Context: an optimization exercise on an open-source flow, tuned for small area, a short achievable clock period and few clock cycles. The choices shown serve that exercise and are no tape-out recipe. RTL that was checked went through simulation tests only; none was proved equivalent to the original. Power and IR drop assume default switching activity.

==> flow/design.v (excerpt) <==
module scc_core (
    input  wire        clk,
    input  wire        rst,
    input  wire        cmd_valid,
    output wire        cmd_ready,
    input  wire [63:0] cmd_word,
    output wire        rsp_valid,
    input  wire        rsp_ready,
    output wire [63:0] rsp_word,
    output wire        prim_valid,
    output wire [3:0]  prim_kind,
    output wire [15:0] prim_addr,
    output wire [31:0] prim_arg,
    input  wire        prim_ack,
    input  wire        prim_fail,
    input  wire [7:0]  prim_rdata,
    output wire [1:0]  st_pst,
    output wire        st_strm,
    output wire        st_inited,
    output wire [2:0]  st_gpio_lvl,
    output wire [2:0]  st_gpio_dir,
    output wire        st_clk_en,
    output wire [31:0] st_clk_hz,
    output wire [3:0]  st_rail_en
);
    localparam [31:0] MCLK_HZ = 32'd24000000;
    localparam [3:0] P_BUSWRITE  = 4'd0;
    localparam [3:0] P_BUSREAD   = 4'd1;
    localparam [3:0] P_GPIODIR   = 4'd2;
    localparam [3:0] P_GPIOWRITE = 4'd3;
    localparam [3:0] P_CLKFREQ   = 4'd4;
    localparam [3:0] P_CLKEN     = 4'd5;
    localparam [3:0] P_RAILEN    = 4'd6;
    localparam [3:0] P_SLEEP     = 4'd7;
    localparam [3:0] P_SCOPEACQ  = 4'd8;
    localparam [3:0] P_SCOPEREL  = 4'd9;
    localparam [3:0] C_INIT = 4'd0, C_STBYON = 4'd1, C_STBYOFF = 4'd2, C_PON = 4'd3,
                     C_POFF = 4'd4, C_EXP = 4'd5, C_EXPG = 4'd6, C_GAIN = 4'd7,
                     C_SEL = 4'd8, C_STRM = 4'd12;
    reg        idle_q;      
    reg        run_q;       
    reg        rsp_q;       
    reg        abt_q;       
    reg [4:0]  upc;         
    reg [3:0]  cls;         
    reg [15:0] t;           
    reg [8:0]  gt;          
    reg        glo;         
    reg        ghi;         
    reg [7:0]  cr;          
    reg        gsel;        
    reg [3:0]  pk;          
    reg [15:0] pa;
    reg [31:0] pg;
    reg [7:0]  rs;          
    reg        rv;          
    reg        rshow_lo;    
  ...
For scale: about 1,400 cells after synthesis, about 130 flip-flops, roughly 240 I/O pins, ~0.011 mm² of cells after synthesis.
==> flow/config.mk <==
export PLATFORM = sky130hd
export DESIGN_NAME = scc_core
export DESIGN_NICKNAME = scc_core
export VERILOG_FILES = /design/flow/design.v
export SDC_FILE = /design/flow/constraint.sdc
export NUM_CORES = 4
export LEC_CHECK = 0
export CAP_MARGIN = 20
export CORE_MARGIN = 2
export CORE_UTILIZATION = 55
export CTS_BUF_LIST = sky130_fd_sc_hd__clkbuf_4 sky130_fd_sc_hd__clkbuf_8
export PLACE_DENSITY = 0.7
export SLEW_MARGIN = 20
export DONT_USE_CELLS += sky130_fd_sc_hd__ha_1 sky130_fd_sc_hd__ha_2 sky130_fd_sc_hd__ha_4 sky130_fd_sc_hd__fa_1 sky130_fd_sc_hd__fa_2 sky130_fd_sc_hd__fa_4
==> flow/constraint.sdc <==
create_clock -name core_clock -period 10.0 [get_ports {clk}]
set_input_delay 2.0000 -clock core_clock [delete_from_list [all_inputs] [get_ports {clk}]]
set_output_delay 2.0000 -clock core_clock [all_outputs]
set_load 0.01 [all_outputs]
standard.sh (not shown) runs the stock make flow with config.mk's settings and CLKGATE_MAP_FILE= SYNTH_SCRIPT=/design/flow/synth_recipe.tcl, a recipe that flattens the netlist after the stock synthesis.
==> flow/flow/run.sh <==
#!/bin/bash
set -euo pipefail
export SETUP_SLACK_MARGIN=6
export BUFFER_PORTS_ARGS="-buffer_cell sky130_fd_sc_hd__buf_1"
echo 'export DONT_USE_CELLS += sky130_fd_sc_hd__ha_1 sky130_fd_sc_hd__ha_2 sky130_fd_sc_hd__ha_4 sky130_fd_sc_hd__fa_1 sky130_fd_sc_hd__fa_2 sky130_fd_sc_hd__fa_4' >> config.mk
bash standard.sh > flow_make.log 2>&1
The first run finished with timing, DRC and antenna clean.
Testbench counts at the start, summed over its fixed seeds: cycles 21,737.
==> next run, changes <==
--- a/flow/config.mk
+++ b/flow/config.mk
@@ -8,7 +8,6 @@
 export CAP_MARGIN = 20
 export CORE_MARGIN = 2
-export CORE_UTILIZATION = 55
+export CORE_UTILIZATION = 45
 export CTS_BUF_LIST = sky130_fd_sc_hd__clkbuf_4 sky130_fd_sc_hd__clkbuf_8
-export PLACE_DENSITY = 0.7
 export SLEW_MARGIN = 20
 export DONT_USE_CELLS += sky130_fd_sc_hd__ha_1 sky130_fd_sc_hd__ha_2 sky130_fd_sc_hd__ha_4 sky130_fd_sc_hd__fa_1 sky130_fd_sc_hd__fa_2 sky130_fd_sc_hd__fa_4
- power is lower by 2.3%
- maximum frequency is lower by 1.1%
- wire length is higher by 0.62%

== run 1 ==
scc_core again, from the RTL that the note above started with.
==> flow/config.mk <==
export PLATFORM = sky130hd
export DESIGN_NAME = scc_core
export DESIGN_NICKNAME = scc_core
export VERILOG_FILES = /design/flow/design.v
export SDC_FILE = /design/flow/constraint.sdc
export NUM_CORES = 4
export LEC_CHECK = 0
export CAP_MARGIN = 20
export CORE_MARGIN = 2
export CORE_UTILIZATION = 50
export CTS_BUF_LIST = sky130_fd_sc_hd__clkbuf_4 sky130_fd_sc_hd__clkbuf_8
export SLEW_MARGIN = 20
export DONT_USE_CELLS += sky130_fd_sc_hd__ha_1 sky130_fd_sc_hd__ha_2 sky130_fd_sc_hd__ha_4 sky130_fd_sc_hd__fa_1 sky130_fd_sc_hd__fa_2 sky130_fd_sc_hd__fa_4
==> flow/constraint.sdc <==
create_clock -name core_clock -period 10.0 [get_ports {clk}]
set_input_delay 2.0000 -clock core_clock [delete_from_list [all_inputs] [get_ports {clk}]]
set_output_delay 2.0000 -clock core_clock [all_outputs]
set_load 0.01 [all_outputs]
Scripts as last shown in full above: flow/flow/run.sh
Run 1: flow completed, timing, DRC and antenna clean
Testbench counts of run 1, summed over its fixed seeds: cycles 21,737.
The inputs of run 2 differ from those of run 1 as listed below.
--- a/flow/config.mk
+++ b/flow/config.mk
@@ -10 +10 @@
-export CORE_UTILIZATION = 50
+export CORE_UTILIZATION = 55
Findings:
In the tables for run 1 and run 2, actual transition at the worst max-transition pin reads lower with run 1. Setup slack of the critical path after layout for run 2: 0.099 ns up relative to run 1. Relative to run 1, the non-clock buffer count of run 2 is lower by 0.50%.
Input changes introduced in run 3 (baseline for comparison: run 2):
--- a/flow/config.mk
+++ b/flow/config.mk
@@ -11 +11 @@
-export CTS_BUF_LIST = sky130_fd_sc_hd__clkbuf_4 sky130_fd_sc_hd__clkbuf_8
+export CTS_BUF_LIST = sky130_fd_sc_hd__clkbuf_8 sky130_fd_sc_hd__clkbuf_16
Results
Number of iterations in the first detailed-routing pass down 3 in run 3 wrt run 2. The normalized max-slew margin on run 2 is in line with that on run 3. Run 2 -> run 3: post-detailed-route DRC marker count delta 0, exact match. Run 3 packs its core tighter than run 2. Going from run 2 to run 3, overall power after layout now larger; met2 layer usage reported by global route lost 1.7 points; first-pass GRT wire length now sits lower; count of clock-buffer cells in the layout rose 2. Run 3 and run 2 ended up with roughly the same wire length. [compare] base=run 2 new=run 3: highest fanout seen on the critical path went down 55%, area occupied by multi-input gates went up 0.64%.
Relative to run 3, the following input files were edited for run 4:
--- a/flow/config.mk
+++ b/flow/config.mk
@@ -10,2 +10 @@
-export CORE_UTILIZATION = 55
-export CTS_BUF_LIST = sky130_fd_sc_hd__clkbuf_8 sky130_fd_sc_hd__clkbuf_16
+export CORE_UTILIZATION = 70
Notes after the runs:
- Going from run 3 to run 4, number of vias after detailed routing increased 9.4%; fraction of power consumed by combinational cells increased 1.2 points; total non-filler cell area in the finished layout essentially unchanged; register-to-register slack decreased 0.12 ns; final cell count decreased 2.8%.
- The fraction of final layout cells sized beyond drive strength 1 was comparable across run 4 and run 3.
- Top achievable clock speed: run 4 < run 3
- Relative to run 3, worst stage delay on the critical path increased by 0.19 ns in run 4.
Here is what was changed in the inputs of run 5 compared with run 4.
--- a/flow/config.mk
+++ b/flow/config.mk
@@ -10 +10 @@
-export CORE_UTILIZATION = 70
+export CORE_UTILIZATION = 55
--- outcome ---
Max global-route wire length before repair across run 4 and run 5: run 4. Number of well taps, run 5 vs run 4: up by more than a quarter. Run 5 against run 4: multi-input logic portion of the cell area has decreased; number of setup buffers added after CTS went up by 3. In run 5 the initial standard-cell utilization of the core turned out 16 points lower than in run 4.

== build 21 ==
Another version of the RTL of scc_core (not shown whole).
Size in the first run: about 1400 cells after synthesis, roughly 130 flip-flops, ~11000 sq um of cells after synthesis.
export LEC_CHECK = 0
export CAP_MARGIN = 20
export CORE_MARGIN = 2
export CORE_UTILIZATION = 55
export CTS_BUF_LIST = sky130_fd_sc_hd__clkbuf_4 sky130_fd_sc_hd__clkbuf_8
export SLEW_MARGIN = 20
export SKIP_REPAIR_TIE_FANOUT = 1
create_clock -name core_clock -period 10.0 [get_ports {clk}]
==> flow/flow/run.sh <==
#!/bin/bash
set -euo pipefail
export SETUP_SLACK_MARGIN=6
export BUFFER_PORTS_ARGS="-buffer_cell sky130_fd_sc_hd__buf_1"
echo 'export DONT_USE_CELLS += sky130_fd_sc_hd__ha_1 sky130_fd_sc_hd__ha_2 sky130_fd_sc_hd__ha_4 sky130_fd_sc_hd__fa_1 sky130_fd_sc_hd__fa_2 sky130_fd_sc_hd__fa_4' >> config.mk
echo 'export SKIP_REPAIR_TIE_FANOUT = 1' >> config.mk
bash standard.sh > flow_make.log 2>&1
Build 21 went all the way through the flow, and no timing, DRC or antenna check failed.
Here is what was changed in the inputs of build 36 compared with build 21.
==> flow/flow/run.sh <==
#!/bin/bash
set -euo pipefail
export SETUP_SLACK_MARGIN=6.5
export BUFFER_PORTS_ARGS="-buffer_cell sky130_fd_sc_hd__buf_1"
echo 'export DONT_USE_CELLS += sky130_fd_sc_hd__ha_1 sky130_fd_sc_hd__ha_2 sky130_fd_sc_hd__ha_4 sky130_fd_sc_hd__fa_1 sky130_fd_sc_hd__fa_2 sky130_fd_sc_hd__fa_4' >> config.mk
echo 'export SKIP_REPAIR_TIE_FANOUT = 1' >> config.mk
bash standard.sh > flow_make.log 2>&1
==> comparison <==
- Switching share of total power, build 36 and build 21: larger value in build 36
- Highest-delay cell along the critical path = sky130_fd_sc_hd__or4_4: build 36; highest-delay cell along the critical path = sky130_fd_sc_hd__or2_2: build 21
- In build 36 the wire length on met1 turned out 180 um higher than in build 21.
- Re combinational cell fraction of total power: build 36 and build 21 aren't equal, and the higher value belongs to build 36.
diff inputs: build 36 => build 7
==> flow/flow/run.sh <==
#!/bin/bash
set -euo pipefail
export SETUP_SLACK_MARGIN=6
export BUFFER_PORTS_ARGS="-buffer_cell sky130_fd_sc_hd__buf_1"
echo 'export DONT_USE_CELLS += sky130_fd_sc_hd__ha_1 sky130_fd_sc_hd__ha_2 sky130_fd_sc_hd__ha_4 sky130_fd_sc_hd__fa_1 sky130_fd_sc_hd__fa_2 sky130_fd_sc_hd__fa_4' >> config.mk
echo 'export SKIP_REPAIR_TIE_FANOUT = 1' >> config.mk
bash standard.sh > flow_make.log 2>&1
-- flow/config.mk --
<<< build 36, line 6
export NUM_CORES = 4
export LEC_CHECK = 0
export CAP_MARGIN = 20
export CORE_MARGIN = 2
>>> build 7, line 6
export NUM_CORES = 4
export LEC_CHECK = 0
export ABC_AREA = 1
export CAP_MARGIN = 20
export CORE_MARGIN = 2
Results
Sort build 7 and build 36 by total wire length desc -> top: build 36
In build 7 the count of plain and timing-repair buffers turned out about 30% lower than in build 36.
Of the two values seen for worst setup path endpoint, rs[5] was produced by build 36 and rs[0] by build 7.
Area of the mapped netlist of build 7 falls short of that of build 36 slightly.
No run of this note included a check of the RTL's function; only the layout flow was run.

[separate check: timing with driven ports]
No port has a modelled driver above. Below, the same layouts with a new extraction and two added sets of constraints. Step 1 (the two cells are an assumption about what drives the block):
set clk [get_ports {clk}]
set_driving_cell -lib_cell sky130_fd_sc_hd__clkbuf_16 $clk
set_driving_cell -lib_cell sky130_fd_sc_hd__buf_2 [delete_from_list [all_inputs] $clk]
Step 2 adds t to the input delays and takes it off the output delays; t is the mean of the earliest and latest rising clock arrival at the registers after step 1. Input paths then give back, and output paths get back, about the clock's delay inside the block. Three values: no drivers, after step 1, after step 2; two values: the first two.
| run | t (ns) | slack for setup (ns) | worst hold slack (ns) | latest minus earliest clock arrival (ns) | pins driven straight from the clock port |
|---|---|---|---|---|---|
| the first run of note 1 | 0.516 | 5.993 / 6.015 / 5.500 | 0.468 / 0.468 / 0.468 | 0.019 / 0.019 | 1 |
| the second run of note 1 | 0.506 | 5.947 / 5.974 / 5.468 | 0.468 / 0.468 / 0.468 | 0.020 / 0.020 | 1 |
| run 1 | 0.519 | 5.951 / 5.952 / 5.433 | 0.470 / 0.470 / 0.470 | 0.025 / 0.026 | 1 |
| run 2 | 0.510 | 6.051 / 6.073 / 5.563 | 0.457 / 0.457 / 0.457 | 0.036 / 0.035 | 1 |
| run 3 | 0.482 | 6.020 / 6.033 / 5.551 | 0.454 / 0.454 / 0.454 | 0.020 / 0.020 | 1 |
| run 4 | 0.474 | 5.887 / 5.913 / 5.439 | 0.475 / 0.475 / 0.475 | 0.015 / 0.016 | 1 |
| run 5 | 0.482 | 6.020 / 6.033 / 5.551 | 0.454 / 0.454 / 0.454 | 0.020 / 0.020 | 1 |
| build 21 | 0.494 | 6.047 / 6.069 / 5.574 | 0.457 / 0.457 / 0.457 | 0.020 / 0.021 | 1 |
| build 36 | 0.516 | 6.400 / 6.420 / 5.904 | 0.466 / 0.466 / 0.466 | 0.019 / 0.019 | 1 |
| build 7 | 0.500 | 6.125 / 6.140 / 5.640 | 0.468 / 0.468 / 0.468 | 0.024 / 0.024 | 1 |
After both steps every run listed still meets setup and hold. The setup slack of run 1, which loses most, moves by +0.001 ns with the drivers and by -0.518 ns with both steps.
